Source: an optimization exercise on an open RTL-to-GDS flow (aim: small area, a short achievable clock period and few clock cycles per item). Production flows keep margins and buffers that such runs may drop.
In this exercise RTL edits were held to simulation tests only and were not proved equivalent to the original.
Power figures rest on the tool's default switching activity, not on a simulated workload.

==> flow/design.v (outline; a module is shown in full before it is edited, if it fits) <==
// module wg_divu: 17 lines
// module wg_sine_quarter: 2511 lines
// module wavegen: 392 lines
module wavegen (
  input  wire        clk,
  input  wire        rst,
  input  wire        cmd_valid,
  output wire        cmd_ready,
  input  wire [7:0]  cmd_op,
  input  wire [63:0] cmd_arg,
  output reg         resp_valid,
  output wire [7:0]  resp_status,
  output wire [63:0] resp_data,
  output reg         smp_valid,
  output reg  [7:0]  smp_data,
  output reg  [2:0]  smp_lanes
);
  // ...
==> flow/run.sh <==
#!/bin/bash
# synth_recipe.tcl (not shown) runs the flow's synth.tcl, then flattens the netlist and writes it again
# the make line also repeats each setting of config.mk as NAME=value (left out here)
make -C /OpenROAD-flow-scripts/flow DESIGN_CONFIG=/design/flow/config.mk WORK_HOME=/design/flow/orfs CLKGATE_MAP_FILE= SYNTH_SCRIPT=/design/flow/synth_recipe.tcl finish
==> flow/config.mk <==
export PLATFORM = sky130hd
export DESIGN_NAME = wavegen
export DESIGN_NICKNAME = wavegen
export VERILOG_FILES = /design/flow/design.v
export SDC_FILE = /design/flow/constraint.sdc
export NUM_CORES = 4
export LEC_CHECK = 0
export CAP_MARGIN = 20
export CORE_MARGIN = 2
export CORE_UTILIZATION = 40
export SLEW_MARGIN = 20
export SYNTH_MEMORY_MAX_BITS = 65536
==> flow/constraint.sdc <==
create_clock -name core_clock -period 12.0 [get_ports {clk}]
set_input_delay 2.4000 -clock core_clock [delete_from_list [all_inputs] [get_ports {clk}]]
set_output_delay 2.4000 -clock core_clock [all_outputs]
set_load 0.01 [all_outputs]
==> metrics.md, run 1 <==
| Metric | Value |
|---|---|
| Worst r2r dst | `R[3]` |
| Mux contribution to synthesized area | `0.05071` |
| Largest net degree at the start of global routing | `91` |
| Met2 WL post-DR | `63580 um` |
| Antenna violations before repair | `3` |
| Post-synthesis compound-gate area fraction | `0.2458` |
| Post-Synth XOR/XNOR Area | `0.05358` |
| Top routing layer used | `met5` |
| Clock buffer count in the final layout | `77` |
| # IOs | `161` |
| Comb. pwr | `0.00751 W` |
| DRC Markers | `0` |
| Crit end category | `register` |
| Vias per Instance | `6.356` |
| Critical Path Sink | `R[3]` |
| Routing usage on met1 | `0.3964` |
| Transition time of the tightest slew-check pin | `1.227 ns` |
| Worst setup SP type | `register` |
| Fillcell total | `9081` |
| Commonest non-fill, non-tap cell in the layout | `nand2_1` |
| Final setup violation count | `0` |
| Die Span Y | `306.6 um` |
| Power share of the combinational group | `0.647` |
| Area contributors post-synth | `edfxtp_1 (21%), dfxtp_1 (11%), nand2_1 (5.2%)` |
| Layer carrying the most global-route usage | `met2` |
| Routed Antenna Nets | `0` |
| FMAX | `133.6 MHz` |
| Fin Setup TNS | `0 ns` |
| Cell Area, Placed | `39090 sq um` |
| Main combinational cell family by area after synthesis | `compound AO/OA/AOI/OAI gates` |
| Core ar. | `90420 sq um` |
| Worst path slowest cell | `dfxtp_1` |
| Layout Nets | `4751` |
| #FFs+latches synth | `465` |
| Clock-pin slew on the worst setup and hold paths | `0.06 ns` |
| First-pass GRT wire length | `213900 um` |
| Synth top cells by count | `nand2_1 (512), nor2_1 (466), a21oi_1 (358), o21ai_0 (273), clkbuf_1 (263)` |
| Outcome | `complete, no violations` |
| H-Tree Depth | `2` |
| Post-CTS sizing | `0` |
| CP Cell Sequence | `and4b_1 -> a22o_4 -> buf_4 -> mux2_2 -> ha_1 -> inv_1 -> fa_1 -> or3_1 -> nand2b_1 -> a211oi_1 -> o211ai_1 -> nand3_1 -> a21oi_1 -> o211a_1 -> nor3_2 -> buf_4 -> mux2_2 -> nand2_1 -> o211ai_1` |
| CP Data Arrival Time | `7.84 ns` |
Testbench counts, summed over its fixed seeds: cycles 145,940, samples 141,802.
==> module wg_divu, before the edit <==
module wg_divu (
  input  wire [44:0] opa,
  input  wire [43:0] opb,
  input  wire        div,
  output wire [45:0] s,
  output wire [45:0] t,
  output wire        keep
);
  localparam [45:0] ND = 46'h3FFF_FFFF_FFFF - 46'd9830400000000 + 46'd1;   
  wire [45:0] a  = {1'b0, opa};
  wire [45:0] b  = div ? ~{2'b00, opb} : {2'b00, opb};
  assign s = a + b + {45'd0, div};
  wire [45:0] cs_s = a ^ b ^ ND;
  wire [45:0] cs_c = (a & b) | (a & ND) | (b & ND);
  assign t = cs_s + {cs_c[44:0], 1'b0};
  assign keep = div ? ~s[45] : ~t[45];
endmodule
==> module wavegen, before the edit <==
module wavegen (
  input  wire        clk,
  input  wire        rst,
  input  wire        cmd_valid,
  output wire        cmd_ready,
  input  wire [7:0]  cmd_op,
  input  wire [63:0] cmd_arg,
  output reg         resp_valid,
  output wire [7:0]  resp_status,
  output wire [63:0] resp_data,
  output reg         smp_valid,
  output reg  [7:0]  smp_data,
  output reg  [2:0]  smp_lanes
);
  localparam [31:0] SAMPLE_RATE  = 32'd150000000;
  localparam [43:0] D            = 44'd9830400000000;    
  localparam [54:0] HALF_D       = 55'd4915200000000;    
  localparam [42:0] RESET_FREQ   = 43'd65536000000;      
  localparam [43:0] RESET_PERIOD = 44'd150;
  localparam [7:0] OP_SET_FREQ  = 8'h01;
  localparam [7:0] OP_SET_WAVE  = 8'h02;
  localparam [7:0] OP_SET_CHAN  = 8'h03;
  localparam [7:0] OP_SET_PACK  = 8'h04;
  localparam [7:0] OP_SHUTDOWN  = 8'h05;
  localparam [7:0] OP_RD_REG    = 8'h06;
  localparam [7:0] OP_SUPPLY    = 8'h10;
  localparam [7:0] OP_DEVERR    = 8'h11;
  localparam [7:0] OP_SET_INDEX = 8'h12;
  localparam [2:0] ST_OK      = 3'd0;
  localparam [2:0] ST_RANGE   = 3'd1;
  localparam [2:0] ST_ILLEGAL = 3'd3;
  localparam [2:0] ST_STOPPED = 3'd4;
  localparam [2:0] ST_BADLEN  = 3'd5;
  localparam [3:0] S_IDLE   = 4'd0;    
  localparam [3:0] S_DEC    = 4'd1;    
  localparam [3:0] S_PDIV   = 4'd2;    
  localparam [3:0] S_PDONE  = 4'd3;
  localparam [3:0] S_RDIV   = 4'd4;    
  localparam [3:0] S_MLOAD  = 4'd5;
  localparam [3:0] S_DISP   = 4'd6;    
  localparam [3:0] S_HORN   = 4'd7;    
  localparam [3:0] S_HDONE  = 4'd8;
  localparam [3:0] S_STREAM = 4'd9;
  reg [42:0] freq;
  reg [43:0] period;
  reg [1:0]  wave;
  reg [1:0]  chan;
  reg        pack;
  reg [63:0] sidx;
  reg        run;
  reg [1:0]  stop_cause;
  reg        act_bank;
  reg [43:0] m;            
  reg [13:0] q;            
  reg [43:0] R;            
  reg [12:0] A;            
  reg [43:0] B;            
  reg        need_r, need_ab, need_q, wrap_pend;
  reg [3:0]  state;
  reg        rdy;
  reg [7:0]  op;
  reg [63:0] X;            
  reg [2:0]  st;
  reg [6:0]  cnt;
  reg        az, ph, hq;
  reg [12:0] nleft;
  assign cmd_ready   = rdy;
  assign resp_status = {5'd0, st};
  assign resp_data   = X;
  wire [2:0] lanes = pack ? 3'b111 : (3'b001 << chan);
  wire s_div  = (state == S_PDIV) || (state == S_RDIV);
  wire s_horn = (state == S_HORN);
  wire s_strm = (state == S_STREAM);
  wire h_add  = s_horn && (az || ph);           
  wire h_dbl  = s_horn && !(az || ph);          
  wire use_ab = s_strm || (s_horn && hq);       
  wire [44:0] opa = (s_div || h_dbl) ? {R, s_div & X[63]} : {1'b0, R};
  wire [43:0] opb = s_div ? ((state == S_PDIV) ? {1'b0, freq} : period) :
                    h_dbl ? 44'd0 :
                    use_ab ? B : {1'b0, freq};
  wire [45:0] as_s, as_t;
  wire        keep;
  wg_divu u_step (.opa(opa), .opb(opb), .div(s_div), .s(as_s), .t(as_t), .keep(keep));
  wire [43:0] r_div = keep ? as_s[43:0] : opa[43:0];
  wire [43:0] r_mod = keep ? as_t[43:0] : as_s[43:0];
  wire [13:0] qa  = h_dbl ? {q[12:0], 1'b0} : q;
  wire [13:0] qb  = (use_ab && !h_dbl) ? {1'b0, A} : 14'd0;
  wire [13:0] qs0 = qa + qb;
  wire [13:0] qs1 = qa + qb + 14'd1;
  wire [13:0] q_mod = keep ? qs1 : qs0;
  wire [43:0] m_inc = m + 44'd1;
  wire        wrap  = (m_inc == period);
  wire        hi8_nz  = |X[63:56];
  wire        fs_bad  = X[55] || (X[54:0] == 55'd0) || (X[54:0] > HALF_D);
  wire [30:0] sup_n   = X[30:0];
  wire        reg_ok  = (X[7:0] <= 8'h08) && (X[7:0] != 8'h05);
  wire [12:0] sup_len = X[12:0];
  reg  [63:0] reg_val;
  always @* begin
    case (X[3:0])
      4'h0:    reg_val = {21'd0, freq};
      4'h1:    reg_val = {62'd0, wave};
      4'h2:    reg_val = {62'd0, chan};
      4'h3:    reg_val = {63'd0, pack};
      4'h4:    reg_val = {20'd0, period};
      4'h6:    reg_val = sidx;
      4'h7:    reg_val = {57'd0, stop_cause, 2'b00, act_bank, 1'b0, run};
      4'h8:    reg_val = {32'd0, SAMPLE_RATE};
      default: reg_val = 64'd0;
    endcase
  end
  wire [64:0] sidx_sum = {1'b0, sidx} + {52'd0, sup_len};
  wire [13:0] k_const  = (wave == 2'd1) ? 14'd10000 : 14'd510;
  reg        p1v, p1s, p1n;
  reg [11:0] p1x;
  reg        p2v, p2s, p2n;
  reg [7:0]  p2x;
  wire        q_neg  = (q >= 14'd5000);
  wire [13:0] q_half = q_neg ? (q - 14'd5000) : q;
  wire [13:0] q_fold = (q_half <= 14'd2500) ? q_half : (14'd5000 - q_half);
  wire        r_nz   = |R;
  wire        q_up   = (q >= 14'd255);
  reg  [7:0]  amp1;
  always @* begin
    case (wave)
      2'd0:    amp1 = q[8:1];
      2'd2:    amp1 = q_up ? 8'd255 : 8'd0;
      default: amp1 = q_up ? (q[7:0] - 8'd255) : (8'd255 - q[7:0] - {7'd0, r_nz});
    endcase
  end
  wire [6:0] sin_v;
  wg_sine_quarter u_sine (.q(p1x), .v(sin_v));
  wire [7:0] amp3 = p2s ? (p2n ? (8'd128 - p2x) : (8'd128 + p2x)) : p2x;
  always @(posedge clk) begin
    if (rst) begin
      p1v       <= 1'b0;
      p2v       <= 1'b0;
      smp_valid <= 1'b0;
    end else begin
      p1v       <= s_strm;
      p2v       <= p1v;
      smp_valid <= p2v;
    end
    p1s <= (wave == 2'd1);
    p1n <= q_neg;
    p1x <= (wave == 2'd1) ? q_fold[11:0] : {4'd0, amp1};
    p2s <= p1s;
    p2n <= p1n;
    p2x <= p1s ? {1'b0, sin_v} : p1x[7:0];
    smp_data  <= pack ? {amp3[7:5], amp3[7:5], amp3[7:6]} : amp3;
    smp_lanes <= lanes;
  end
  always @(posedge clk) begin
    if (rst) begin
      state      <= S_IDLE;
      rdy        <= 1'b1;
      resp_valid <= 1'b0;
      freq       <= RESET_FREQ;
      period     <= RESET_PERIOD;
      wave       <= 2'd0;
      chan       <= 2'd0;
      pack       <= 1'b0;
      sidx       <= 64'd0;
      run        <= 1'b1;
      stop_cause <= 2'd0;
      act_bank   <= 1'b0;
      need_r     <= 1'b1;
      need_ab    <= 1'b1;
      need_q     <= 1'b1;
      wrap_pend  <= 1'b0;
    end else begin
      resp_valid <= 1'b0;
      case (state)
        S_IDLE: begin
          X  <= cmd_arg;
          op <= cmd_op;
          if (cmd_valid) begin
            rdy   <= 1'b0;
            state <= S_DEC;
          end
        end
        S_DEC: begin
          resp_valid <= 1'b1;
          rdy        <= 1'b1;
          state      <= S_IDLE;
          X          <= 64'd0;
          st         <= ST_OK;
          case (op)
            OP_SET_FREQ: begin
              if (hi8_nz)      st <= ST_ILLEGAL;
              else if (!run)   st <= ST_STOPPED;
              else if (fs_bad) st <= ST_RANGE;
              else begin
                resp_valid <= 1'b0;
                rdy        <= 1'b0;
                freq       <= X[42:0];
                act_bank   <= ~act_bank;
                need_r     <= 1'b1;
                need_ab    <= 1'b1;
                need_q     <= 1'b1;
                X          <= {D, 20'd0};
                R          <= 44'd0;
                cnt        <= 7'd44;
                state      <= S_PDIV;
              end
            end
            OP_SET_WAVE: begin
              if (|X[63:2])    st <= ST_ILLEGAL;
              else if (!run)   st <= ST_STOPPED;
              else begin
                wave     <= X[1:0];
                act_bank <= ~act_bank;
                if ((X[1:0] == 2'd1) != (wave == 2'd1)) begin
                  need_ab <= 1'b1;
                  need_q  <= 1'b1;
                end
              end
            end
            OP_SET_CHAN: begin
              if ((|X[63:2]) || X[1:0] == 2'd3) st <= ST_ILLEGAL;
              else if (!run)   st <= ST_STOPPED;
              else begin
                chan     <= X[1:0];
                act_bank <= ~act_bank;
              end
            end
            OP_SET_PACK: begin
              if (|X[63:1])    st <= ST_ILLEGAL;
              else if (!run)   st <= ST_STOPPED;
              else begin
                pack     <= X[0];
                act_bank <= ~act_bank;
              end
            end
            OP_SHUTDOWN: begin
              if (|X)          st <= ST_ILLEGAL;
              else if (run) begin
                run        <= 1'b0;
                stop_cause <= 2'd2;
              end
            end
            OP_RD_REG: begin
              if ((|X[63:8]) || !reg_ok) st <= ST_ILLEGAL;
              else                       X  <= reg_val;
            end
            OP_SUPPLY: begin
              if (|X[63:31])   st <= ST_ILLEGAL;
              else if (!run)   st <= ST_STOPPED;
              else if (sup_n < 31'd1024 || sup_n > 31'd4096) st <= ST_BADLEN;
              else begin
                resp_valid <= 1'b0;
                rdy        <= 1'b0;
                nleft      <= sup_len;
                {wrap_pend, sidx} <= sidx_sum;
                X          <= sidx;
                cnt        <= 7'd64;
                if (need_r) begin
                  R        <= 44'd0;
                  state    <= S_RDIV;
                end else begin
                  state    <= S_DISP;
                end
              end
            end
            OP_DEVERR: begin
              st <= ST_STOPPED;
              if (run) begin
                run        <= 1'b0;
                stop_cause <= 2'd1;
              end
            end
            OP_SET_INDEX: begin
              if (!run)        st <= ST_STOPPED;
              else begin
                sidx   <= X;
                need_r <= 1'b1;
                need_q <= 1'b1;
              end
            end
            default:           st <= ST_ILLEGAL;
          endcase
        end
        S_PDIV: begin
          R   <= r_div;
          X   <= {X[62:0], keep};
          cnt <= cnt - 7'd1;
          if (cnt == 7'd1) state <= S_PDONE;
        end
        S_PDONE: begin
          period     <= X[43:0];
          X          <= 64'd0;
          st         <= ST_OK;
          resp_valid <= 1'b1;
          rdy        <= 1'b1;
          state      <= S_IDLE;
        end
        S_RDIV: begin
          R   <= r_div;
          X   <= {X[62:0], keep};
          cnt <= cnt - 7'd1;
          if (cnt == 7'd1) state <= S_MLOAD;
        end
        S_MLOAD: begin
          m      <= R;
          need_r <= 1'b0;
          state  <= S_DISP;
        end
        S_DISP: begin
          q  <= 14'd0;
          R  <= 44'd0;
          az <= 1'b1;
          ph <= 1'b0;
          if (need_ab) begin
            hq    <= 1'b0;
            X     <= {k_const, 50'd0};
            cnt   <= 7'd14;
            state <= S_HORN;
          end else if (need_q) begin
            hq    <= 1'b1;
            X     <= {m, 20'd0};
            cnt   <= 7'd44;
            state <= S_HORN;
          end else begin
            q          <= q;
            R          <= R;
            X          <= {61'd0, lanes};
            st         <= ST_OK;
            resp_valid <= 1'b1;
            state      <= S_STREAM;
          end
        end
        S_HORN: begin
          if (h_add) begin
            if (X[63]) begin
              q  <= q_mod;
              R  <= r_mod;
              az <= 1'b0;
            end
            ph  <= 1'b0;
            X   <= {X[62:0], 1'b0};
            cnt <= cnt - 7'd1;
            if (cnt == 7'd1) state <= S_HDONE;
          end else begin
            q <= q_mod;
            R <= r_mod;
            if (X[63]) ph <= 1'b1;
            else begin
              X   <= {X[62:0], 1'b0};
              cnt <= cnt - 7'd1;
              if (cnt == 7'd1) state <= S_HDONE;
            end
          end
        end
        S_HDONE: begin
          if (!hq) begin
            A       <= q[12:0];
            B       <= R;
            need_ab <= 1'b0;
          end else begin
            need_q  <= 1'b0;
          end
          state <= S_DISP;
        end
        S_STREAM: begin
          if (wrap) begin
            m <= 44'd0;
            q <= 14'd0;
            R <= 44'd0;
          end else begin
            m <= m_inc;
            q <= q_mod;
            R <= r_mod;
          end
          nleft <= nleft - 13'd1;
          if (nleft == 13'd1) begin
            rdy   <= 1'b1;
            state <= S_IDLE;
            if (wrap_pend) begin
              need_r    <= 1'b1;
              need_q    <= 1'b1;
              wrap_pend <= 1'b0;
            end
          end
        end
        default: begin
          rdy   <= 1'b1;
          state <= S_IDLE;
        end
      endcase
    end
  end
endmodule
==> inputs of run 2 (changes only) <==
--- a/flow/design.v
+++ b/flow/design.v
@@ -1,18 +1,43 @@
+module wg_add #(parameter W = 46) (
+  input  wire [W-1:0] a,
+  input  wire [W-1:0] b,
+  input  wire         cin,
+  output wire [W-1:0] sum
+);
+  localparam L = (W > 32) ? 6 : (W > 16) ? 5 : (W > 8) ? 4 : 3;
+  wire [W-1:0] p0 = a ^ b;
+  wire [W-1:0] gg [0:L];
+  wire [W-1:0] pp [0:L];
+  assign gg[0] = {a[W-1:1] & b[W-1:1], (a[0] & b[0]) | (p0[0] & cin)};
+  assign pp[0] = p0;
+  genvar k, i;
+  generate
+    for (k = 0; k < L; k = k + 1) begin : lvl
+      for (i = 0; i < W; i = i + 1) begin : bt
+        if (i >= (1 << k)) begin : op
+          assign gg[k+1][i] = gg[k][i] | (pp[k][i] & gg[k][i-(1<<k)]);
+          assign pp[k+1][i] = pp[k][i] & pp[k][i-(1<<k)];
+        end else begin : pass
+          assign gg[k+1][i] = gg[k][i];
+          assign pp[k+1][i] = pp[k][i];
+        end
+      end
+    end
+  endgenerate
+  assign sum = p0 ^ {gg[L][W-2:0], cin};
+endmodule
 module wg_divu (
   input  wire [44:0] opa,
-  input  wire [43:0] opb,
+  input  wire [45:0] s2,
+  input  wire        cin,
+  input  wire [45:0] t2,
   input  wire        div,
   output wire [45:0] s,
   output wire [45:0] t,
   output wire        keep
 );
-  localparam [45:0] ND = 46'h3FFF_FFFF_FFFF - 46'd9830400000000 + 46'd1;   
-  wire [45:0] a  = {1'b0, opa};
-  wire [45:0] b  = div ? ~{2'b00, opb} : {2'b00, opb};
-  assign s = a + b + {45'd0, div};
-  wire [45:0] cs_s = a ^ b ^ ND;
-  wire [45:0] cs_c = (a & b) | (a & ND) | (b & ND);
-  assign t = cs_s + {cs_c[44:0], 1'b0};
+  wg_add #(.W(46)) u_s (.a({1'b0, opa}), .b(s2), .cin(cin),  .sum(s));
+  wg_add #(.W(46)) u_t (.a({1'b0, opa}), .b(t2), .cin(1'b0), .sum(t));
   assign keep = div ? ~s[45] : ~t[45];
 endmodule
 module wg_sine_quarter (
@@ -2559,16 +2584,19 @@
   localparam [2:0] ST_ILLEGAL = 3'd3;
   localparam [2:0] ST_STOPPED = 3'd4;
   localparam [2:0] ST_BADLEN  = 3'd5;
-  localparam [3:0] S_IDLE   = 4'd0;    
-  localparam [3:0] S_DEC    = 4'd1;    
-  localparam [3:0] S_PDIV   = 4'd2;    
-  localparam [3:0] S_PDONE  = 4'd3;
-  localparam [3:0] S_RDIV   = 4'd4;    
-  localparam [3:0] S_MLOAD  = 4'd5;
-  localparam [3:0] S_DISP   = 4'd6;    
-  localparam [3:0] S_HORN   = 4'd7;    
-  localparam [3:0] S_HDONE  = 4'd8;
-  localparam [3:0] S_STREAM = 4'd9;
+  localparam I_IDLE  = 0;     
+  localparam I_DEC   = 1;     
+  localparam I_PDIV  = 2;     
+  localparam I_PDONE = 3;
+  localparam I_RDIV  = 4;     
+  localparam I_MLOAD = 5;
+  localparam I_DISP  = 6;     
+  localparam I_HZ    = 7;     
+  localparam I_HDBL  = 8;     
+  localparam I_HADD  = 9;     
+  localparam I_HDONE = 10;
+  localparam I_STRM  = 11;    
+  localparam NS      = 12;
   reg [42:0] freq;
   reg [43:0] period;
   reg [1:0]  wave;
@@ -2583,46 +2611,102 @@
   reg [43:0] R;            
   reg [12:0] A;            
   reg [43:0] B;            
+  reg [43:0] Bm;           
   reg        need_r, need_ab, need_q, wrap_pend;
-  reg [3:0]  state;
-  reg        rdy;
+  reg [NS-1:0] ost;
+  reg [NS-1:0] nst;
+  reg          nhq;
+  reg        r_sh, r_div, r_pdiv, r_sB, r_sK, r_sKs, r_dbl;
   reg [7:0]  op;
   reg [63:0] X;            
   reg [2:0]  st;
   reg [6:0]  cnt;
-  reg        az, ph, hq;
+  reg        hq;           
   reg [12:0] nleft;
-  assign cmd_ready   = rdy;
+  assign cmd_ready   = ost[I_IDLE];
   assign resp_status = {5'd0, st};
   assign resp_data   = X;
   wire [2:0] lanes = pack ? 3'b111 : (3'b001 << chan);
-  wire s_div  = (state == S_PDIV) || (state == S_RDIV);
-  wire s_horn = (state == S_HORN);
-  wire s_strm = (state == S_STREAM);
-  wire h_add  = s_horn && (az || ph);           
-  wire h_dbl  = s_horn && !(az || ph);          
-  wire use_ab = s_strm || (s_horn && hq);       
-  wire [44:0] opa = (s_div || h_dbl) ? {R, s_div & X[63]} : {1'b0, R};
-  wire [43:0] opb = s_div ? ((state == S_PDIV) ? {1'b0, freq} : period) :
-                    h_dbl ? 44'd0 :
-                    use_ab ? B : {1'b0, freq};
+  wire [13:0] k_const  = r_sKs ? 14'd10000 : 14'd510;
+  wire [45:0] k_minus_d = r_sKs ? (46'd10000 - {2'd0, D}) : (46'd510 - {2'd0, D});
+  localparam [45:0] ND  = 46'd0 - {2'd0, D};
+  wire [44:0] opa = r_sh ? {R, r_div & X[63]} : {1'b0, R};
+  wire [45:0] s2  = r_sB  ? {2'd0, B} :
+                    r_sK  ? {32'd0, k_const} :
+                    r_div ? ~{2'd0, (r_pdiv ? {1'b0, freq} : period)} :
+                            46'd0;
+  wire [45:0] t2  = r_sB  ? {2'b11, Bm} :
+                    r_sK  ? k_minus_d : ND;
   wire [45:0] as_s, as_t;
   wire        keep;
-  wg_divu u_step (.opa(opa), .opb(opb), .div(s_div), .s(as_s), .t(as_t), .keep(keep));
-  wire [43:0] r_div = keep ? as_s[43:0] : opa[43:0];
-  wire [43:0] r_mod = keep ? as_t[43:0] : as_s[43:0];
-  wire [13:0] qa  = h_dbl ? {q[12:0], 1'b0} : q;
-  wire [13:0] qb  = (use_ab && !h_dbl) ? {1'b0, A} : 14'd0;
+  wg_divu u_step (.opa(opa), .s2(s2), .cin(r_div), .t2(t2), .div(r_div),
+                  .s(as_s), .t(as_t), .keep(keep));
+  wire [43:0] r_div_n = keep ? as_s[43:0] : opa[43:0];
+  wire [43:0] r_mod   = keep ? as_t[43:0] : as_s[43:0];
+  wire [13:0] qa  = r_dbl ? {q[12:0], 1'b0} : q;
+  wire [13:0] qb  = r_sB ? {1'b0, A} : 14'd0;
   wire [13:0] qs0 = qa + qb;
   wire [13:0] qs1 = qa + qb + 14'd1;
   wire [13:0] q_mod = keep ? qs1 : qs0;
   wire [43:0] m_inc = m + 44'd1;
   wire        wrap  = (m_inc == period);
+  wire        last  = (cnt == 7'd1);
+  wire [63:0] X_sh  = {X[62:0], 1'b0};
   wire        hi8_nz  = |X[63:56];
   wire        fs_bad  = X[55] || (X[54:0] == 55'd0) || (X[54:0] > HALF_D);
   wire [30:0] sup_n   = X[30:0];
   wire        reg_ok  = (X[7:0] <= 8'h08) && (X[7:0] != 8'h05);
   wire [12:0] sup_len = X[12:0];
+  reg  [2:0] d_st;         
+  reg        d_freq, d_wave, d_chan, d_pack, d_sup, d_idx, d_rd, d_stop;
+  reg  [1:0] d_cause;
+  always @* begin
+    d_st = ST_OK;
+    d_freq = 1'b0; d_wave = 1'b0; d_chan = 1'b0; d_pack = 1'b0;
+    d_sup = 1'b0; d_idx = 1'b0; d_rd = 1'b0; d_stop = 1'b0; d_cause = 2'd0;
+    case (op)
+      OP_SET_FREQ:
+        if (hi8_nz)      d_st = ST_ILLEGAL;
+        else if (!run)   d_st = ST_STOPPED;
+        else if (fs_bad) d_st = ST_RANGE;
+        else             d_freq = 1'b1;
+      OP_SET_WAVE:
+        if (|X[63:2])    d_st = ST_ILLEGAL;
+        else if (!run)   d_st = ST_STOPPED;
+        else             d_wave = 1'b1;
+      OP_SET_CHAN:
+        if ((|X[63:2]) || X[1:0] == 2'd3) d_st = ST_ILLEGAL;
+        else if (!run)   d_st = ST_STOPPED;
+        else             d_chan = 1'b1;
+      OP_SET_PACK:
+        if (|X[63:1])    d_st = ST_ILLEGAL;
+        else if (!run)   d_st = ST_STOPPED;
+        else             d_pack = 1'b1;
+      OP_SHUTDOWN:
+        if (|X)          d_st = ST_ILLEGAL;
+        else begin
+          d_stop  = run;
+          d_cause = 2'd2;
+        end
+      OP_RD_REG:
+        if ((|X[63:8]) || !reg_ok) d_st = ST_ILLEGAL;
+        else             d_rd = 1'b1;
+      OP_SUPPLY:
+        if (|X[63:31])   d_st = ST_ILLEGAL;
+        else if (!run)   d_st = ST_STOPPED;
+        else if (sup_n < 31'd1024 || sup_n > 31'd4096) d_st = ST_BADLEN;
+        else             d_sup = 1'b1;
+      OP_DEVERR: begin
+        d_st    = ST_STOPPED;
+        d_stop  = run;
+        d_cause = 2'd1;
+      end
+      OP_SET_INDEX:
+        if (!run)        d_st = ST_STOPPED;
+        else             d_idx = 1'b1;
+      default:           d_st = ST_ILLEGAL;
+    endcase
+  end
   reg  [63:0] reg_val;
   always @* begin
     case (X[3:0])
@@ -2638,7 +2722,198 @@
     endcase
   end
   wire [64:0] sidx_sum = {1'b0, sidx} + {52'd0, sup_len};
-  wire [13:0] k_const  = (wave == 2'd1) ? 14'd10000 : 14'd510;
+  always @* begin
+    nst = {NS{1'b0}};
+    nhq = hq;
+    case (1'b1)
+      ost[I_IDLE]:  nst[cmd_valid ? I_DEC : I_IDLE] = 1'b1;
+      ost[I_DEC]:
+        if (d_freq)     nst[I_PDIV] = 1'b1;
+        else if (d_sup) nst[need_r ? I_RDIV : I_DISP] = 1'b1;
+        else            nst[I_IDLE] = 1'b1;
+      ost[I_PDIV]:  nst[last ? I_PDONE : I_PDIV] = 1'b1;
+      ost[I_PDONE]: nst[I_IDLE] = 1'b1;
+      ost[I_RDIV]:  nst[last ? I_MLOAD : I_RDIV] = 1'b1;
+      ost[I_MLOAD]: nst[I_DISP] = 1'b1;
+      ost[I_DISP]:
+        if (need_ab || need_q) begin
+          nst[I_HZ] = 1'b1;
+          nhq       = !need_ab;
+        end else begin
+          nst[I_STRM] = 1'b1;
+        end
+      ost[I_HZ]:    nst[last ? I_HDONE : (X[63] ? I_HDBL : I_HZ)] = 1'b1;
+      ost[I_HDBL]:  nst[X[63] ? I_HADD : (last ? I_HDONE : I_HDBL)] = 1'b1;
+      ost[I_HADD]:  nst[last ? I_HDONE : I_HDBL] = 1'b1;
+      ost[I_HDONE]: nst[I_DISP] = 1'b1;
+      ost[I_STRM]:  nst[(nleft == 13'd1) ? I_IDLE : I_STRM] = 1'b1;
+      default:      nst[I_IDLE] = 1'b1;
+    endcase
+  end
+  always @(posedge clk) begin
+    if (rst) begin
+      ost        <= {{(NS-1){1'b0}}, 1'b1};
+      r_sh       <= 1'b0;
+      r_div      <= 1'b0;
+      r_pdiv     <= 1'b0;
+      r_sB       <= 1'b0;
+      r_sK       <= 1'b0;
+      r_sKs      <= 1'b0;
+      r_dbl      <= 1'b0;
+      resp_valid <= 1'b0;
+      freq       <= RESET_FREQ;
+      period     <= RESET_PERIOD;
+      wave       <= 2'd0;
+      chan       <= 2'd0;
+      pack       <= 1'b0;
+      sidx       <= 64'd0;
+      run        <= 1'b1;
+      stop_cause <= 2'd0;
+      act_bank   <= 1'b0;
+      need_r     <= 1'b1;
+      need_ab    <= 1'b1;
+      need_q     <= 1'b1;
+      wrap_pend  <= 1'b0;
+    end else begin
+      ost        <= nst;
+      r_sh       <= nst[I_PDIV] | nst[I_RDIV] | nst[I_HDBL];
+      r_div      <= nst[I_PDIV] | nst[I_RDIV];
+      r_pdiv     <= nst[I_PDIV];
+      r_sB       <= nst[I_STRM] | (nhq & (nst[I_HZ] | nst[I_HADD]));
+      r_sK       <= !nhq & (nst[I_HZ] | nst[I_HADD]);
+      r_sKs      <= (wave == 2'd1);
+      r_dbl      <= nst[I_HDBL];
+      resp_valid <= 1'b0;
+      if (ost[I_DEC]) begin
+        resp_valid <= !(d_freq || d_sup);
+        if (d_freq) begin
+          freq    <= X[42:0];
+          need_r  <= 1'b1;
+          need_ab <= 1'b1;
+          need_q  <= 1'b1;
+        end
+        if (d_sup) {wrap_pend, sidx} <= sidx_sum;
+        if (d_freq || d_wave || d_chan || d_pack) act_bank <= ~act_bank;
+        if (d_wave) begin
+          wave <= X[1:0];
+          if ((X[1:0] == 2'd1) != (wave == 2'd1)) begin
+            need_ab <= 1'b1;
+            need_q  <= 1'b1;
+          end
+        end
+        if (d_chan) chan <= X[1:0];
+        if (d_pack) pack <= X[0];
+        if (d_stop) begin
+          run        <= 1'b0;
+          stop_cause <= d_cause;
+        end
+        if (d_idx) begin
+          sidx   <= X;
+          need_r <= 1'b1;
+          need_q <= 1'b1;
+        end
+      end
+      if (ost[I_PDONE]) begin
+        period     <= X[43:0];
+        resp_valid <= 1'b1;
+      end
+      if (ost[I_MLOAD]) need_r <= 1'b0;
+      if (ost[I_DISP] && nst[I_STRM]) resp_valid <= 1'b1;
+      if (ost[I_HDONE]) begin
+        if (!hq) need_ab <= 1'b0;
+        else     need_q  <= 1'b0;
+      end
+      if (ost[I_STRM] && nleft == 13'd1 && wrap_pend) begin
+        need_r    <= 1'b1;
+        need_q    <= 1'b1;
+        wrap_pend <= 1'b0;
+      end
+    end
+  end
+  always @(posedge clk) begin
+    if (ost[I_IDLE]) begin
+      X  <= cmd_arg;
+      op <= cmd_op;
+    end
+    if (ost[I_DEC]) begin
+      st    <= d_st;
+      X     <= d_rd ? reg_val : 64'd0;
+      cnt   <= 7'd64;
+      nleft <= sup_len;
+      if (d_freq) begin
+        X   <= {D, 20'd0};
+        R   <= 44'd0;
+        cnt <= 7'd44;
+      end
+      if (d_sup) begin
+        X   <= sidx;
+        if (need_r) R <= 44'd0;
+      end
+    end
+    hq <= nhq;
+    if (r_div) begin
+      R   <= r_div_n;
+      X   <= {X[62:0], keep};
+      cnt <= cnt - 7'd1;
+    end
+    if (ost[I_PDONE]) X <= 64'd0;
+    if (ost[I_MLOAD]) m <= R;
+    if (ost[I_DISP]) begin
+      if (need_ab) begin
+        q   <= 14'd0;
+        R   <= 44'd0;
+        X   <= {freq, 21'd0};
+        cnt <= 7'd43;
+      end else if (need_q) begin
+        q   <= 14'd0;
+        R   <= 44'd0;
+        X   <= {m, 20'd0};
+        cnt <= 7'd44;
+      end else begin
+        X   <= {61'd0, lanes};
+        st  <= ST_OK;
+      end
+    end
+    if (ost[I_HZ]) begin
+      if (X[63]) begin
+        q <= q_mod;
+        R <= r_mod;
+      end
+      X   <= X_sh;
+      cnt <= cnt - 7'd1;
+    end
+    if (ost[I_HDBL]) begin
+      q <= q_mod;
+      R <= r_mod;
+      if (!X[63]) begin
+        X   <= X_sh;
+        cnt <= cnt - 7'd1;
+      end
+    end
+    if (ost[I_HADD]) begin
+      q   <= q_mod;
+      R   <= r_mod;
+      X   <= X_sh;
+      cnt <= cnt - 7'd1;
+    end
+    if (ost[I_HDONE] && !hq) begin
+      A  <= q[12:0];
+      B  <= R;
+      Bm <= as_t[43:0];      
+    end
+    if (ost[I_STRM]) begin
+      if (wrap) begin
+        m <= 44'd0;
+        q <= 14'd0;
+        R <= 44'd0;
+      end else begin
+        m <= m_inc;
+        q <= q_mod;
+        R <= r_mod;
+      end
+      nleft <= nleft - 13'd1;
+    end
+  end
   reg        p1v, p1s, p1n;
   reg [11:0] p1x;
   reg        p2v, p2s, p2n;
@@ -2665,7 +2940,7 @@
       p2v       <= 1'b0;
       smp_valid <= 1'b0;
     end else begin
-      p1v       <= s_strm;
+      p1v       <= ost[I_STRM];
       p2v       <= p1v;
       smp_valid <= p2v;
     end
@@ -2678,243 +2953,4 @@
     smp_data  <= pack ? {amp3[7:5], amp3[7:5], amp3[7:6]} : amp3;
     smp_lanes <= lanes;
   end
-  always @(posedge clk) begin
-    if (rst) begin
-      state      <= S_IDLE;
-      rdy        <= 1'b1;
-      resp_valid <= 1'b0;
-      freq       <= RESET_FREQ;
-      period     <= RESET_PERIOD;
-      wave       <= 2'd0;
-      chan       <= 2'd0;
-      pack       <= 1'b0;
-      sidx       <= 64'd0;
-      run        <= 1'b1;
-      stop_cause <= 2'd0;
-      act_bank   <= 1'b0;
-      need_r     <= 1'b1;
-      need_ab    <= 1'b1;
-      need_q     <= 1'b1;
-      wrap_pend  <= 1'b0;
-    end else begin
-      resp_valid <= 1'b0;
-      case (state)
-        S_IDLE: begin
-          X  <= cmd_arg;
-          op <= cmd_op;
-          if (cmd_valid) begin
-            rdy   <= 1'b0;
-            state <= S_DEC;
-          end
-        end
-        S_DEC: begin
-          resp_valid <= 1'b1;
-          rdy        <= 1'b1;
-          state      <= S_IDLE;
-          X          <= 64'd0;
-          st         <= ST_OK;
-          case (op)
-            OP_SET_FREQ: begin
-              if (hi8_nz)      st <= ST_ILLEGAL;
-              else if (!run)   st <= ST_STOPPED;
-              else if (fs_bad) st <= ST_RANGE;
-              else begin
-                resp_valid <= 1'b0;
-                rdy        <= 1'b0;
-                freq       <= X[42:0];
-                act_bank   <= ~act_bank;
-                need_r     <= 1'b1;
-                need_ab    <= 1'b1;
-                need_q     <= 1'b1;
-                X          <= {D, 20'd0};
-                R          <= 44'd0;
-                cnt        <= 7'd44;
-                state      <= S_PDIV;
-              end
-            end
-            OP_SET_WAVE: begin
-              if (|X[63:2])    st <= ST_ILLEGAL;
-              else if (!run)   st <= ST_STOPPED;
-              else begin
-                wave     <= X[1:0];
-                act_bank <= ~act_bank;
-                if ((X[1:0] == 2'd1) != (wave == 2'd1)) begin
-                  need_ab <= 1'b1;
-                  need_q  <= 1'b1;
-                end
-              end
-            end
-            OP_SET_CHAN: begin
-              if ((|X[63:2]) || X[1:0] == 2'd3) st <= ST_ILLEGAL;
-              else if (!run)   st <= ST_STOPPED;
-              else begin
-                chan     <= X[1:0];
-                act_bank <= ~act_bank;
-              end
-            end
-            OP_SET_PACK: begin
-              if (|X[63:1])    st <= ST_ILLEGAL;
-              else if (!run)   st <= ST_STOPPED;
-              else begin
-                pack     <= X[0];
-                act_bank <= ~act_bank;
-              end
-            end
-            OP_SHUTDOWN: begin
-              if (|X)          st <= ST_ILLEGAL;
-              else if (run) begin
-                run        <= 1'b0;
-                stop_cause <= 2'd2;
-              end
-            end
-            OP_RD_REG: begin
-              if ((|X[63:8]) || !reg_ok) st <= ST_ILLEGAL;
-              else                       X  <= reg_val;
-            end
-            OP_SUPPLY: begin
-              if (|X[63:31])   st <= ST_ILLEGAL;
-              else if (!run)   st <= ST_STOPPED;
-              else if (sup_n < 31'd1024 || sup_n > 31'd4096) st <= ST_BADLEN;
-              else begin
-                resp_valid <= 1'b0;
-                rdy        <= 1'b0;
-                nleft      <= sup_len;
-                {wrap_pend, sidx} <= sidx_sum;
-                X          <= sidx;
-                cnt        <= 7'd64;
-                if (need_r) begin
-                  R        <= 44'd0;
-                  state    <= S_RDIV;
-                end else begin
-                  state    <= S_DISP;
-                end
-              end
-            end
-            OP_DEVERR: begin
-              st <= ST_STOPPED;
-              if (run) begin
-                run        <= 1'b0;
-                stop_cause <= 2'd1;
-              end
-            end
-            OP_SET_INDEX: begin
-              if (!run)        st <= ST_STOPPED;
-              else begin
-                sidx   <= X;
-                need_r <= 1'b1;
-                need_q <= 1'b1;
-              end
-            end
-            default:           st <= ST_ILLEGAL;
-          endcase
-        end
-        S_PDIV: begin
-          R   <= r_div;
-          X   <= {X[62:0], keep};
-          cnt <= cnt - 7'd1;
-          if (cnt == 7'd1) state <= S_PDONE;
-        end
-        S_PDONE: begin
-          period     <= X[43:0];
-          X          <= 64'd0;
-          st         <= ST_OK;
-          resp_valid <= 1'b1;
-          rdy        <= 1'b1;
-          state      <= S_IDLE;
-        end
-        S_RDIV: begin
-          R   <= r_div;
-          X   <= {X[62:0], keep};
-          cnt <= cnt - 7'd1;
-          if (cnt == 7'd1) state <= S_MLOAD;
-        end
-        S_MLOAD: begin
-          m      <= R;
-          need_r <= 1'b0;
-          state  <= S_DISP;
-        end
-        S_DISP: begin
-          q  <= 14'd0;
-          R  <= 44'd0;
-          az <= 1'b1;
-          ph <= 1'b0;
-          if (need_ab) begin
-            hq    <= 1'b0;
-            X     <= {k_const, 50'd0};
-            cnt   <= 7'd14;
-            state <= S_HORN;
-          end else if (need_q) begin
-            hq    <= 1'b1;
-            X     <= {m, 20'd0};
-            cnt   <= 7'd44;
-            state <= S_HORN;
-          end else begin
-            q          <= q;
-            R          <= R;
-            X          <= {61'd0, lanes};
-            st         <= ST_OK;
-            resp_valid <= 1'b1;
-            state      <= S_STREAM;
-          end
-        end
-        S_HORN: begin
-          if (h_add) begin
-            if (X[63]) begin
-              q  <= q_mod;
-              R  <= r_mod;
-              az <= 1'b0;
-            end
-            ph  <= 1'b0;
-            X   <= {X[62:0], 1'b0};
-            cnt <= cnt - 7'd1;
-            if (cnt == 7'd1) state <= S_HDONE;
-          end else begin
-            q <= q_mod;
-            R <= r_mod;
-            if (X[63]) ph <= 1'b1;
-            else begin
-              X   <= {X[62:0], 1'b0};
-              cnt <= cnt - 7'd1;
-              if (cnt == 7'd1) state <= S_HDONE;
-            end
-          end
-        end
-        S_HDONE: begin
-          if (!hq) begin
-            A       <= q[12:0];
-            B       <= R;
-            need_ab <= 1'b0;
-          end else begin
-            need_q  <= 1'b0;
-          end
-          state <= S_DISP;
-        end
-        S_STREAM: begin
-          if (wrap) begin
-            m <= 44'd0;
-            q <= 14'd0;
-            R <= 44'd0;
-          end else begin
-            m <= m_inc;
-            q <= q_mod;
-            R <= r_mod;
-          end
-          nleft <= nleft - 13'd1;
-          if (nleft == 13'd1) begin
-            rdy   <= 1'b1;
-            state <= S_IDLE;
-            if (wrap_pend) begin
-              need_r    <= 1'b1;
-              need_q    <= 1'b1;
-              wrap_pend <= 1'b0;
-            end
-          end
-        end
-        default: begin
-          rdy   <= 1'b1;
-          state <= S_IDLE;
-        end
-      endcase
-    end
-  end
 endmodule
==> flow/flow/run.sh (new file) <==
#!/bin/bash
# Standard ORFS layout, with timing repair aiming for extra setup slack
# (the SDC, clock period and I/O constraints are the standard flow's, unchanged).
set -euo pipefail
MARGIN=${MARGIN:-8}
bash standard.sh SETUP_SLACK_MARGIN=$MARGIN finish > make_finish.log 2>&1
==> flow/standard.sh (new file) <==
#!/bin/bash
# synth_recipe.tcl (not shown) runs the flow's synth.tcl, then flattens the netlist and writes it again
# the make line also repeats each setting of config.mk as NAME=value (left out here)
make -C /OpenROAD-flow-scripts/flow DESIGN_CONFIG=/design/flow/config.mk WORK_HOME=/design/flow/orfs CLKGATE_MAP_FILE= SYNTH_SCRIPT=/design/flow/synth_recipe.tcl "${@:-finish}"
removed: flow/run.sh
==> run 2 against run 1 <==
Area after synthesis is 1.9% higher. First-iteration DRC count is 2.0% higher. Worst hold slack worse by 0.0038 ns. Synthesized cell count is 4.5% higher. Critical path depth is 1 higher. Fmax is 78% higher. Routed wire length is 9.7% higher. Largest power group is now the clock network. Via count is 6.9% higher. Critical path type unchanged. Die area is 1.9% higher.
==> metrics.md, run 2 <==
| Metric | Value |
|---|---|
| Post-DP HPWL | `105000 um (was 103900 um)` |
| Number of global-route vias before repair | `34979 (was 33582)` |
| Transition time of the tightest slew-check pin | `1.189 ns (was 1.227 ns)` |
| EDFF count, synth | `166 (was 257)` |
| Die Wd | `309.4 um (was 306.6 um)` |
| Most frequent CP cell | `buf_4` |
| Worst path slowest cell | `dfxtp_4 (was dfxtp_1)` |
| H-Tree Depth | `2 (unchanged)` |
| Grt ovf | `0 (unchanged)` |
| Min Tclk post-route | `4.194 ns (was 7.484 ns)` |
| Layout cells sized above 1 | `0.1651 (was 0.06383)` |
| CP Cell Sequence | `buf_12 -> buf_4 -> nor3_4 -> buf_4 -> bufbuf_16 -> a22o_1 -> ha_1 -> a21oi_1 -> o21ai_0 -> a221oi_2 -> o21ai_2 -> a31oi_4 -> xnor2_4 -> buf_12 -> a22oi_2 -> buf_4 -> buf_6 -> nand2_2 -> or3_1 -> a32o_1 (was and4b_1 -> a22o_4 -> buf_4 -> mux2_2 -> ha_1 -> inv_1 -> fa_1 -> or3_1 -> nand2b_1 -> a211oi_1 -> o211ai_1 -> nand3_1 -> a21oi_1 -> o211a_1 -> nor3_2 -> buf_4 -> mux2_2 -> nand2_1 -> o211ai_1)` |
| GPL Wtd Cong | `1.017 (was 1.042)` |
| Port Buffers | `155 (unchanged)` |
| Vias | `38899 (was 36379)` |
| Area leader, netlist | `dfxtp_1 (was edfxtp_1)` |
| Stages on the worst setup path | `20 (was 19)` |
| Crit end category | `register (unchanged)` |
| Required @ worst endpoint | `12.55 ns (was 12.36 ns)` |
| MaxCap Viol Count | `0 (unchanged)` |
| FMAX | `238.5 MHz (was 133.6 MHz)` |
| Detailed Route WL | `157100 um (was 143200 um)` |
| Power Total | `0.004475 W (was 0.01160 W)` |
| Power Dens Cells | `96.05 nW/um^2 (was 284.7 nW/um^2)` |
| Routed length per placed instance | `25.35 um (was 25.01 um)` |
| Most frequent cell after synthesis | `nand2_1 (unchanged)` |
| Worst setup SP type | `register (unchanged)` |
| Main flop type after synthesis | `dfxtp_1 (was edfxtp_1)` |
| Worst slew margin | `0.1999 (was 0.1788)` |
| Max FO, Critical Path | `14 (was 72)` |
| Area contributors post-synth | `dfxtp_1 (19%), edfxtp_1 (13%), nand2_1 (5.6%) (was edfxtp_1 (21%), dfxtp_1 (11%), nand2_1 (5.2%))` |
| Initial drt markers | `4750 (was 4656)` |
| Static Leak | `17.43 nW (was 14.62 nW)` |
| Sequential share of the synthesized area | `0.3230 (was 0.3245)` |
| Post-synth ARST share | `0 (unchanged)` |
| Hold Vio Cnt, Final | `0 (unchanged)` |
| Kind of cell adding the most delay to the critical path | `compound AO/OA/AOI/OAI gates (unchanged)` |
| Synth top area share | `0.1894 (was 0.2108)` |
| # IOs | `161 (unchanged)` |
| Fin crit share | `0.3495 (was 0.6236)` |
| Synth top cells by count | `nand2_1 (557), nor2_1 (424), a21oi_1 (378), dfxtp_1 (353), o21ai_0 (351) (was nand2_1 (512), nor2_1 (466), a21oi_1 (358), o21ai_0 (273), clkbuf_1 (263))` |
| Cell area after synthesis | `37310 sq um (was 36620 sq um)` |
| Critical path class | `reg2reg (unchanged)` |
| Worst hold path type | `reg2reg (unchanged)` |
| Peak supply drop | `0.1137 mV (was 0.4908 mV)` |
| Hold path depth | `0 (unchanged)` |
| Largest net degree at the start of global routing | `81 (was 91)` |
| Root Buffer | `clkbuf_16 (unchanged)` |
| CTS sink cnt | `519 (was 465)` |
| Fin. max-slew vios | `0 (unchanged)` |
| Final setup violation count | `0 (unchanged)` |
| Clock Tree Buf Depth | `3 (unchanged)` |
| Top Registers | `X x64, sidx x64 (unchanged)` |
| Commonest non-fill, non-tap cells in the layout | `nand2_1 (542), nor2_1 (398), a21oi_1 (349) (was nand2_1 (510), nor2_1 (463), a21oi_1 (358))` |
| Mapped Cells | `4731 (was 4529)` |
| R2R cell count | `20 (was 19)` |
| First-pass detailed-route iteration total | `7 (was 9)` |
| Routed Antenna Nets | `0 (unchanged)` |
| DRC Markers | `0 (unchanged)` |
| Outcome | `complete, no violations (unchanged)` |
| Worst clock skew | `0.02214 ns (was 0.04099 ns)` |
| Syn avg cell area | `7.886 sq um (was 8.085 sq um)` |
| GRT Overall Usage | `0.3104 (was 0.2931)` |
| Critical Path Max Stage Delay | `0.35 ns (was 0.82 ns)` |
| Unrepaired setup endpoints after global routing | `true (was false)` |
| First-pass GRT wire length | `227800 um (was 213900 um)` |
| Core ar. | `92910 sq um (was 90420 sq um)` |
| CP Data Arrival Time | `4.74 ns (was 7.84 ns)` |
| Syn. warnings | `3 (was 2)` |
| CP bufs+invs | `7 (was 3)` |
| Synth unique cells | `96 (was 95)` |
| Die Span Y | `309.4 um (was 306.6 um)` |
| Antenna violations before repair | `2 (was 3)` |
| Standard-cell row count | `112 (was 110)` |
| Starting Density | `0.4016 (was 0.4049)` |
| Layout area overhead | `24.89% (was 11.31%)` |
| Ant diodes | `0 (was 5)` |
| CTS tree | `yes (unchanged)` |
| Clock-pin slew on the worst setup and hold paths | `0.06 ns (about the same)` |
| Fillcell total | `8710 (was 9081)` |
| Die area | `95730 sq um (was 93980 sq um)` |
| Layout Nets | `5099 (was 4751)` |
| Commonest non-fill, non-tap cell in the layout | `nand2_1 (unchanged)` |
| Vias per Instance | `6.277 (was 6.356)` |
| TritonCTS Buffers | `60 (was 53)` |
| Fin Setup TNS | `0 ns (unchanged)` |
| #FFs+latches synth | `519 (was 465)` |
| Worst skew pair latency | `0.66 ns (was 0.67 ns)` |
## run 2: changes by cell type in the layout (fill, tap and decap cells not counted), sizes merged, moves of 52 or more
cell,before,now
dlygate4sd2,0,59
dfxtp,208,353
nand3,105,157
o21ai,276,355
edfxtp,257,166
clkdlybuf4s50,154,93
buf,70,272
inv,223,130
## run 2: cell families (layout without fill, tap and decap cells)
kind of cell	count (synthesis)	in the layout	share of synthesized area
XOR/XNOR	230	230	0.05436
adder cells (fa/ha/maj)	133	133	0.04561
other	1	5	0.0001005
flip-flops	519	519	0.3230
multiplexers	206	206	0.05748
AO/OA/AOI/OAI	1486	1487	0.2582
AND/OR/NAND/NOR	1679	1681	0.2116
buffers and inverters	477	682	0.04970
## run 2: final cells by class
cell class	count	area (sq um)	share of cell area
Multi-Input combinational cell	3742	25290	0.5427
Sequential cell	519	12290	0.2637
Tap cell	1254	1569	0.03367
Timing Repair Buffer	441	4805	0.1031
Clock inverter	36	467.9	0.01004
Clock buffer	78	1692	0.03630
Inverter	127	490.5	0.01053
## run 2: metal layers
layer,up-vias,part of all wire,GRT usage
met1,18635,0.42,0.4355
met3,342,0.090,0.03914
met5,-,0.000064,0
li1,17779,-,-
met2,2141,0.43,0.4693
met4,2,0.058,0.1531
## run 2: final timing paths
| kind | startpoint | slack, ns | end |
|---|---|---|---|
| setup / recovery | r_sB | 7.81 | q[11] |
| hold / removal | p1n | 0.34 | p2n |
| setup reg to reg | r_sB | 7.81 | q[11] |
| hold reg to reg | p1n | 0.34 | p2n |
## run 2: worst register-to-register path, cell delays in order (launching register included)
cell and delay, ns:
dfxtp_4 0.35, buf_12 0.14, buf_4 0.15, nor3_4 0.17, buf_4 0.15, bufbuf_16 0.28, a22o_1 0.14, ha_1 0.33
a21oi_1 0.23, o21ai_0 0.17, a221oi_2 0.31, o21ai_2 0.11, a31oi_4 0.24, xnor2_4 0.11, buf_12 0.15, a22oi_2 0.19
buf_4 0.15, buf_6 0.12, nand2_2 0.06, or3_1 0.32, a32o_1 0.24
## run 2: stage by stage
stage	hold slack [ns]	worst slack [ns]	cells	instance area (sq um)	util
2_1_floorplan	0.3096	8.000	4735	37430	-
3_3_place_gp	0.3156	5.994	5857	39690	0.4272
3_5_place_dp	0.3246	5.897	5857	39700	0.4273
4_1_cts	0.3388	7.835	6119	45080	0.4852
5_1_grt	0.3459	7.688	6197	46600	0.5015
6_report	0.3364	7.806	6197	46600	0.5015
## run 2: where the power goes
| part | internal, W | switching (W) | leakage (nW) | total (W) |
|---|---|---|---|---|
| clock | 0.00121 | 0.000834 | 1.05 | 0.00204 |
| sequential | 0.00185 | 0.0000929 | 4.61 | 0.00195 |
| combinational | 0.000200 | 0.000285 | 11.8 | 0.000486 |
## run 2: timing repair
| item | CTS | global route |
|---|---|---|
| hold buffers | 0 | 0 |
| gates cloned | 26 | 10 |
| pin swaps | 98 | 127 |
| buffers inserted | 122 | 68 |
| endpoints found under the setup margin | 335 | 185 |
| resized for setup | 474 | 192 |
Testbench counts of run 2, summed over its fixed seeds: cycles 146,743, samples 141,802.
==> inputs of run 3 (changes only) <==
==> flow/flow/run.sh (replaced) <==
#!/bin/bash
set -euo pipefail
bash standard.sh SETUP_SLACK_MARGIN=8 \
  "BUFFER_PORTS_ARGS=-buffer_cell sky130_fd_sc_hd__buf_2" \
  finish > make_finish.log 2>&1
--- a/flow/config.mk
+++ b/flow/config.mk
@@ -7,6 +7,6 @@
 export LEC_CHECK = 0
 export CAP_MARGIN = 20
 export CORE_MARGIN = 2
-export CORE_UTILIZATION = 40
+export CORE_UTILIZATION = 60
 export SLEW_MARGIN = 20
 export SYNTH_MEMORY_MAX_BITS = 65536
==> run 3 against run 2 <==
Register-to-register slack worse by 0.04 ns. Still clean on timing, DRC and antenna. Clock skew up 0.011 ns. Synthesized cell count unchanged. Clock-buffer cell count up 4. Routed wire length down 5.0%. Area after synthesis unchanged. Critical path depth down 1. Power down 4.1%. Sequential power about the same. Largest cell class unchanged. Global-route usage up 13 points. Via count up 2.0%.
==> metrics.md, run 3 <==
| Metric | Value |
|---|---|
| Outcome | `complete, no violations (unchanged)` |
| Final Cell Area | `44070 sq um (was 46600 sq um)` |
| Antenna violations before repair | `3 (was 2)` |
| Cell area after synthesis | `37310 sq um (unchanged)` |
| Layout Nets | `5037 (was 5099)` |
| Critical Path Max Stage Delay | `0.40 ns (was 0.35 ns)` |
| Die area | `64190 sq um (was 95730 sq um)` |
| Sequential share of the synthesized area | `0.3230 (unchanged)` |
| Worst skew pair latency | `0.66 ns (about the same)` |
| Final setup violation count | `0 (unchanged)` |
| Worst hold path type | `reg2reg (unchanged)` |
| Detailed Route WL | `149300 um (was 157100 um)` |
| Post-CTS Hold Buffers | `0 (unchanged)` |
| Post-synth ARST share | `0 (unchanged)` |
| Cell Area, Placed | `38400 sq um (was 39700 sq um)` |
| Transition time of the tightest slew-check pin | `1.131 ns (was 1.189 ns)` |
| GRT Overall Usage | `0.4359 (was 0.3104)` |
| Main flop type after synthesis | `dfxtp_1 (unchanged)` |
| DRC Markers | `0 (unchanged)` |
| Die Wd | `253.4 um (was 309.4 um)` |
| Layout area overhead | `18.12% (was 24.89%)` |
| Fin Setup TNS | `0 ns (unchanged)` |
| Fin. max-slew vios | `0 (unchanged)` |
| Hold path depth | `0 (unchanged)` |
| Final non-filler cell total | `5715 (was 6197)` |
| Post-DP HPWL | `100200 um (was 105000 um)` |
| Clock-pin slew on the worst setup and hold paths | `0.06 ns (about the same)` |
| # IOs | `161 (unchanged)` |
| Stages on the worst setup path | `19 (was 20)` |
| Placed instance count | `5440 (was 5857)` |
| Core ar. | `61600 sq um (was 92910 sq um)` |
| MaxCap Viol Count | `0 (unchanged)` |
| Ant diodes | `0 (unchanged)` |
| Largest net degree at the start of global routing | `79 (was 81)` |
| EDFF count, synth | `166 (unchanged)` |
| Max FO, Critical Path | `7 (was 14)` |
| Kind of cell adding the most delay to the critical path | `compound AO/OA/AOI/OAI gates (unchanged)` |
| CP Cell Sequence | `buf_12 -> mux2i_2 -> a211oi_2 -> a21oi_1 -> ha_1 -> o211ai_1 -> o21a_1 -> o211ai_1 -> buf_4 -> a2bb2oi_4 -> a21oi_4 -> a31oi_4 -> xnor2_2 -> buf_12 -> a22oi_2 -> buf_6 -> nand2_4 -> or3_1 -> a32o_1 (was buf_12 -> buf_4 -> nor3_4 -> buf_4 -> bufbuf_16 -> a22o_1 -> ha_1 -> a21oi_1 -> o21ai_0 -> a221oi_2 -> o21ai_2 -> a31oi_4 -> xnor2_4 -> buf_12 -> a22oi_2 -> buf_4 -> buf_6 -> nand2_2 -> or3_1 -> a32o_1)` |
| Standard-cell row count | `91 (was 112)` |
| Layout cells sized above 1 | `0.1706 (was 0.1651)` |
| Area leader, netlist | `dfxtp_1 (unchanged)` |
| R2R cell count | `19 (was 20)` |
| Die Span Y | `253.4 um (was 309.4 um)` |
| Min Tclk post-route | `4.237 ns (was 4.194 ns)` |
| Root Buffer | `clkbuf_16 (unchanged)` |
| Initial drt markers | `6043 (was 4750)` |
| CTS tree | `yes (unchanged)` |
| Worst clock skew | `0.03316 ns (was 0.02214 ns)` |
| GPL Wtd Cong | `1.043 (was 1.017)` |
| Routed Antenna Nets | `0 (unchanged)` |
| H-Tree Depth | `2 (unchanged)` |
| CP bufs+invs | `4 (was 7)` |
| Vias per Instance | `6.941 (was 6.277)` |
| Crit end category | `register (unchanged)` |
| Syn. warnings | `3 (unchanged)` |
| Top Registers | `X x64, sidx x64 (unchanged)` |
| Commonest non-fill, non-tap cell in the layout | `nand2_1 (unchanged)` |
| Worst setup SP type | `register (unchanged)` |
| CTS sink cnt | `519 (unchanged)` |
| Commonest non-fill, non-tap cells in the layout | `nand2_1 (547), nor2_1 (408), a21oi_1 (351) (was nand2_1 (542), nor2_1 (398), a21oi_1 (349))` |
| Number of global-route vias before repair | `34725 (was 34979)` |
| Vias | `39670 (was 38899)` |
| Starting Density | `0.6057 (was 0.4016)` |
| Worst path slowest cell | `dfxtp_4 (unchanged)` |
| Area contributors post-synth | `dfxtp_1 (19%), edfxtp_1 (13%), nand2_1 (5.6%) (unchanged)` |
| Clock Tree Buf Depth | `3 (unchanged)` |
| Peak supply drop | `0.1175 mV (was 0.1137 mV)` |
| Worst slew margin | `0.2392 (was 0.1999)` |
| Port Buffers | `155 (unchanged)` |
| Grt ovf | `0 (unchanged)` |
| Most frequent cell after synthesis | `nand2_1 (unchanged)` |
| Fillcell total | `4867 (was 8710)` |
| Power Dens Cells | `97.43 nW/um^2 (was 96.05 nW/um^2)` |
| First-pass detailed-route iteration total | `10 (was 7)` |
| Fin crit share | `0.3531 (was 0.3495)` |
| Synth top area share | `0.1894 (unchanged)` |
| TritonCTS Buffers | `58 (was 60)` |
| Required @ worst endpoint | `12.53 ns (was 12.55 ns)` |
| Synth unique cells | `96 (unchanged)` |
| CP Data Arrival Time | `4.77 ns (was 4.74 ns)` |
| Syn avg cell area | `7.886 sq um (unchanged)` |
| Hold Vio Cnt, Final | `0 (unchanged)` |
| Static Leak | `16.70 nW (was 17.43 nW)` |
| Unrepaired setup endpoints after global routing | `true (unchanged)` |
| Mapped Cells | `4731 (unchanged)` |
| Synth top cells by count | `nand2_1 (557), nor2_1 (424), a21oi_1 (378), dfxtp_1 (353), o21ai_0 (351) (unchanged)` |
| First-pass GRT wire length | `215600 um (was 227800 um)` |
| FMAX | `236.0 MHz (was 238.5 MHz)` |
| #FFs+latches synth | `519 (unchanged)` |
| Critical path class | `reg2reg (unchanged)` |
| Routed length per placed instance | `26.13 um (was 25.35 um)` |
## run 3: layer usage
layer	vias up	GRT usage	part of all wire
li1	17625	-	-
met5	-	0	0.00017
met3	508	0.08871	0.13
met2	2997	0.6247	0.41
met4	4	0.2269	0.067
met1	18536	0.6158	0.39
## run 3: worst paths after layout
| path | start | endpoint | slack [ns] |
|---|---|---|---|
| hold / removal | p1n | p2n | 0.33 |
| setup / recovery | ost[2] | q[11] | 7.76 |
| setup reg to reg | ost[2] | q[11] | 7.76 |
| hold reg to reg | p1n | p2n | 0.33 |
## run 3: stage by stage
step	total power [W]	setup WS (ns)	utilization	hold slack, ns
final	0.004294	7.763	0.7154	0.3289
after global routing	0.004372	7.692	0.7154	0.3353
after CTS	0.004238	7.854	0.6881	0.3320
after detailed placement	0.002366	6.394	0.6233	0.3186
after global placement	0.002363	6.554	0.6233	0.3115
after floorplan	0.002190	8.000	-	0.3096
## run 3: worst reg2reg max path: cells and delay by family (launching register included)
family          cells  cell delay, ns
fa+ha+maj           1            0.38
buf+inv             4            0.69
xor+xnor            1            0.18
flops               1            0.40
compound gates     10            1.88
mux                 1            0.18
simple gates        2            0.42
## run 3: where the power goes
part	leakage [nW]	internal (W)	switching, W
Clock	0.994	0.00112	0.000789
Combinational	11.1	0.000160	0.000269
Sequential	4.59	0.00185	0.000111
## run 3: cell type report
type / count / area [sq um] / share of cell area
clock buffer: 82 / 1664 / 0.03776
clock inverter: 27 / 336.6 / 0.007637
inverter: 127 / 485.5 / 0.01102
multi-input combinational: 3741 / 25180 / 0.5714
sequential: 519 / 12100 / 0.2746
tap: 837 / 1047 / 0.02376
timing repair buffer: 382 / 3249 / 0.07373
## run 3: cells by family (layout without fill, tap and decap cells)
logic type | count (synthesis) | count (layout) | share of synthesized area
compound gates | 1486 | 1486 | 0.2582
xor+xnor | 230 | 230 | 0.05436
fa+ha+maj | 133 | 133 | 0.04561
buf+inv | 477 | 618 | 0.04970
flops | 519 | 519 | 0.3230
mux | 206 | 206 | 0.05748
other cells | 1 | 5 | 0.0001005
simple gates | 1679 | 1681 | 0.2116
## run 3: timing repair
action / CTS / global route
endpoints found under the hold margin: 0 / 0
setup buffers: 76 / 66
cloned: 14 / 10
endpoints found under the setup margin: 288 / 186
pin swaps: 48 / 100
gates resized for setup: 236 / 207
==> inputs of run 4 (changes only) <==
--- a/flow/config.mk
+++ b/flow/config.mk
@@ -8,5 +8,7 @@
 export CAP_MARGIN = 20
 export CORE_MARGIN = 2
 export CORE_UTILIZATION = 60
+export CTS_CLUSTER_DIAMETER = 120
+export CTS_CLUSTER_SIZE = 22
 export SLEW_MARGIN = 20
 export SYNTH_MEMORY_MAX_BITS = 65536
==> run 4 against run 3 <==
Sequential power about the same. Via count decreased by 1.1%. Still clean on timing, DRC and antenna. Fmax up 3.9%. Sequential share of layout area increased by 0.73 points. Global-route usage is 0.27 points lower. Largest cell class unchanged. Highest routed layer unchanged. Critical endpoint is now R[34].
==> metrics.md, run 4 <==
| Metric | Value |
|---|---|
| Outcome | `complete, no violations (unchanged)` |
| Antenna violations before repair | `4 (was 3)` |
| Clock-pin slew on the worst setup and hold paths | `0.10 ns (was 0.06 ns)` |
| Critical Path Max Stage Delay | `0.45 ns (was 0.40 ns)` |
| Largest net degree at the start of global routing | `79 (unchanged)` |
| CTS sink cnt | `519 (unchanged)` |
| Max FO, Critical Path | `9 (was 7)` |
| Clock Tree Buf Depth | `3 (unchanged)` |
| MaxCap Viol Count | `0 (unchanged)` |
| Worst path slowest cell | `dfxtp_4 (unchanged)` |
| EDFF count, synth | `166 (unchanged)` |
| Multi-input logic area | `25240 sq um (was 25180 sq um)` |
| Transition time of the tightest slew-check pin | `1.190 ns (was 1.131 ns)` |
| Synth top cells by count | `nand2_1 (557), nor2_1 (424), a21oi_1 (378), dfxtp_1 (353), o21ai_0 (351) (unchanged)` |
| Worst hold path type | `reg2reg (unchanged)` |
| Die Wd | `253.4 um (unchanged)` |
| Main flop type after synthesis | `dfxtp_1 (unchanged)` |
| H-Tree Depth | `1 (was 2)` |
| # IOs | `161 (unchanged)` |
| Layout area overhead | `15.11% (was 18.12%)` |
| Area leader, netlist | `dfxtp_1 (unchanged)` |
| Fin. max-slew vios | `0 (unchanged)` |
| Layout Nets | `5012 (was 5037)` |
| Cell area after synthesis | `37310 sq um (unchanged)` |
| First-pass GRT wire length | `214800 um (was 215600 um)` |
| Required @ worst endpoint | `12.54 ns (was 12.53 ns)` |
| Power Dens Cells | `79.97 nW/um^2 (was 97.43 nW/um^2)` |
| Peak supply drop | `0.1183 mV (was 0.1175 mV)` |
| Worst setup SP type | `register (unchanged)` |
| Vias | `39253 (was 39670)` |
| Crit end category | `register (unchanged)` |
| Post-DP HPWL | `100200 um (unchanged)` |
| Syn avg cell area | `7.886 sq um (unchanged)` |
| Synth unique cells | `96 (unchanged)` |
| Commonest non-fill, non-tap cells in the layout | `nand2_1 (547), nor2_1 (402), a21oi_1 (339) (was nand2_1 (547), nor2_1 (408), a21oi_1 (351))` |
| Routed length per placed instance | `26.13 um (about the same)` |
| Die Span Y | `253.4 um (unchanged)` |
| DRC Markers | `0 (unchanged)` |
| FMAX | `245.3 MHz (was 236.0 MHz)` |
| Min Tclk post-route | `4.077 ns (was 4.237 ns)` |
| Static Leak | `16.06 nW (was 16.70 nW)` |
| Kind of cell adding the most delay to the critical path | `compound AO/OA/AOI/OAI gates (unchanged)` |
| Post-CTS Hold Buffers | `0 (unchanged)` |
| TritonCTS Buffers | `27 (was 58)` |
| Starting Density | `0.6057 (unchanged)` |
| CTS tree | `yes (unchanged)` |
| Worst clock skew | `0.02237 ns (was 0.03316 ns)` |
| Number of global-route vias before repair | `34285 (was 34725)` |
| Area contributors post-synth | `dfxtp_1 (19%), edfxtp_1 (13%), nand2_1 (5.6%) (unchanged)` |
## run 4: cells by family after synthesis
kind of cell	Yosys count	share of synthesized area
xor+xnor	230	0.05436
flops	519	0.3230
compound gates	1486	0.2582
other cells	1	0.0001005
mux	206	0.05748
simple gates	1679	0.2116
buf+inv	477	0.04970
fa+ha+maj	133	0.04561
## run 4: final cells by class
| cell class | instances | share of cell area |
|---|---|---|
| multi-input combinational | 3740 | 0.5876 |
| sequential | 519 | 0.2819 |
| clock buffer | 42 | 0.01704 |
| inverter | 127 | 0.01136 |
| clock inverter | 1 | 0.0002622 |
| tap | 837 | 0.02439 |
| timing repair buffer | 389 | 0.07741 |
## run 4: repair_timing
action / 4_1_cts / 5_1_grt
resized for setup: 246 / 202
buffers inserted: 83 / 61
pin swaps: 39 / 89
cloned: 15 / 12
setup endpoints to repair: 296 / 196
## run 4: worst paths after layout
path | from | end | slack [ns] | cells past startpoint
setup reg to reg | ost[2] | R[34] | 7.92 | 19
setup / recovery | ost[2] | R[34] | 7.92 | 19
hold / removal | p1n | p2n | 0.34 | 0
hold reg to reg | p1n | p2n | 0.34 | 0
## run 4: worst reg2reg max path: cells and delay by family, from the launching register on
family | cells | cell delay [ns]
AO/OA/AOI/OAI | 9 | 1.59
multiplexers | 1 | 0.25
AND/OR/NAND/NOR | 3 | 0.48
adder cells (fa/ha/maj) | 1 | 0.36
flip-flops | 1 | 0.45
XOR/XNOR | 1 | 0.17
buffers and inverters | 4 | 0.69
## run 4: report_power, final
| group | internal, W | switching [W] | total (W) |
|---|---|---|---|
| combinational | 0.000161 | 0.000268 | 0.000429 |
| clock | 0.000423 | 0.000627 | 0.00105 |
| sequential | 0.00185 | 0.000111 | 0.00196 |
| total | 0.00243 | 0.00101 | 0.00343 |
## run 4: layer usage
| layer | GRT usage | share of wire |
|---|---|---|
| met5 | 0 | 0.00066 |
| met4 | 0.2150 | 0.065 |
| met3 | 0.07833 | 0.13 |
| met2 | 0.6271 | 0.41 |
| met1 | 0.6172 | 0.39 |
## run 4: stage by stage
stage / area [sq um] / utilization / hold WS (ns) / worst slack [ns] / cells
final: 42950 / 0.6972 / 0.3364 / 7.923 / 5655
after global placement: 38400 / 0.6233 / 0.3115 / 6.554 / 5440
after CTS: 41330 / 0.6710 / 0.3397 / 7.907 / 5581
after floorplan: 37430 / - / 0.3096 / 8.000 / 4735
after global routing: 42950 / 0.6972 / 0.3425 / 7.764 / 5655
after detailed placement: 38400 / 0.6233 / 0.3186 / 6.394 / 5440

[separate check: timing with driven ports]
No port has a modelled driver above. Below, the same layouts with a new extraction and two added sets of constraints. Step 1, drivers: a clkbuf_16 drives clk and a buf_2 each remaining input, both assumed. Step 2 times the ports against the registers' clock, not the clock port: input delays grow and output delays shrink by t, the midpoint of the rising clock arrivals with the driver on. Slacks: no drivers / after step 1 / after step 2; pairs: no drivers / after step 1.
| run | t (ns) | slack for setup (ns) |
|---|---|---|
| run 1 | 0.715 | 4.516 / 4.516 / 4.516 |
| run 2 | 0.720 | 7.806 / 7.806 / 7.489 |
| run 3 | 0.714 | 7.763 / 7.763 / 7.410 |
| run 4 | 0.701 | 7.923 / 7.868 / 7.421 |
After both steps every run listed still meets setup and hold.
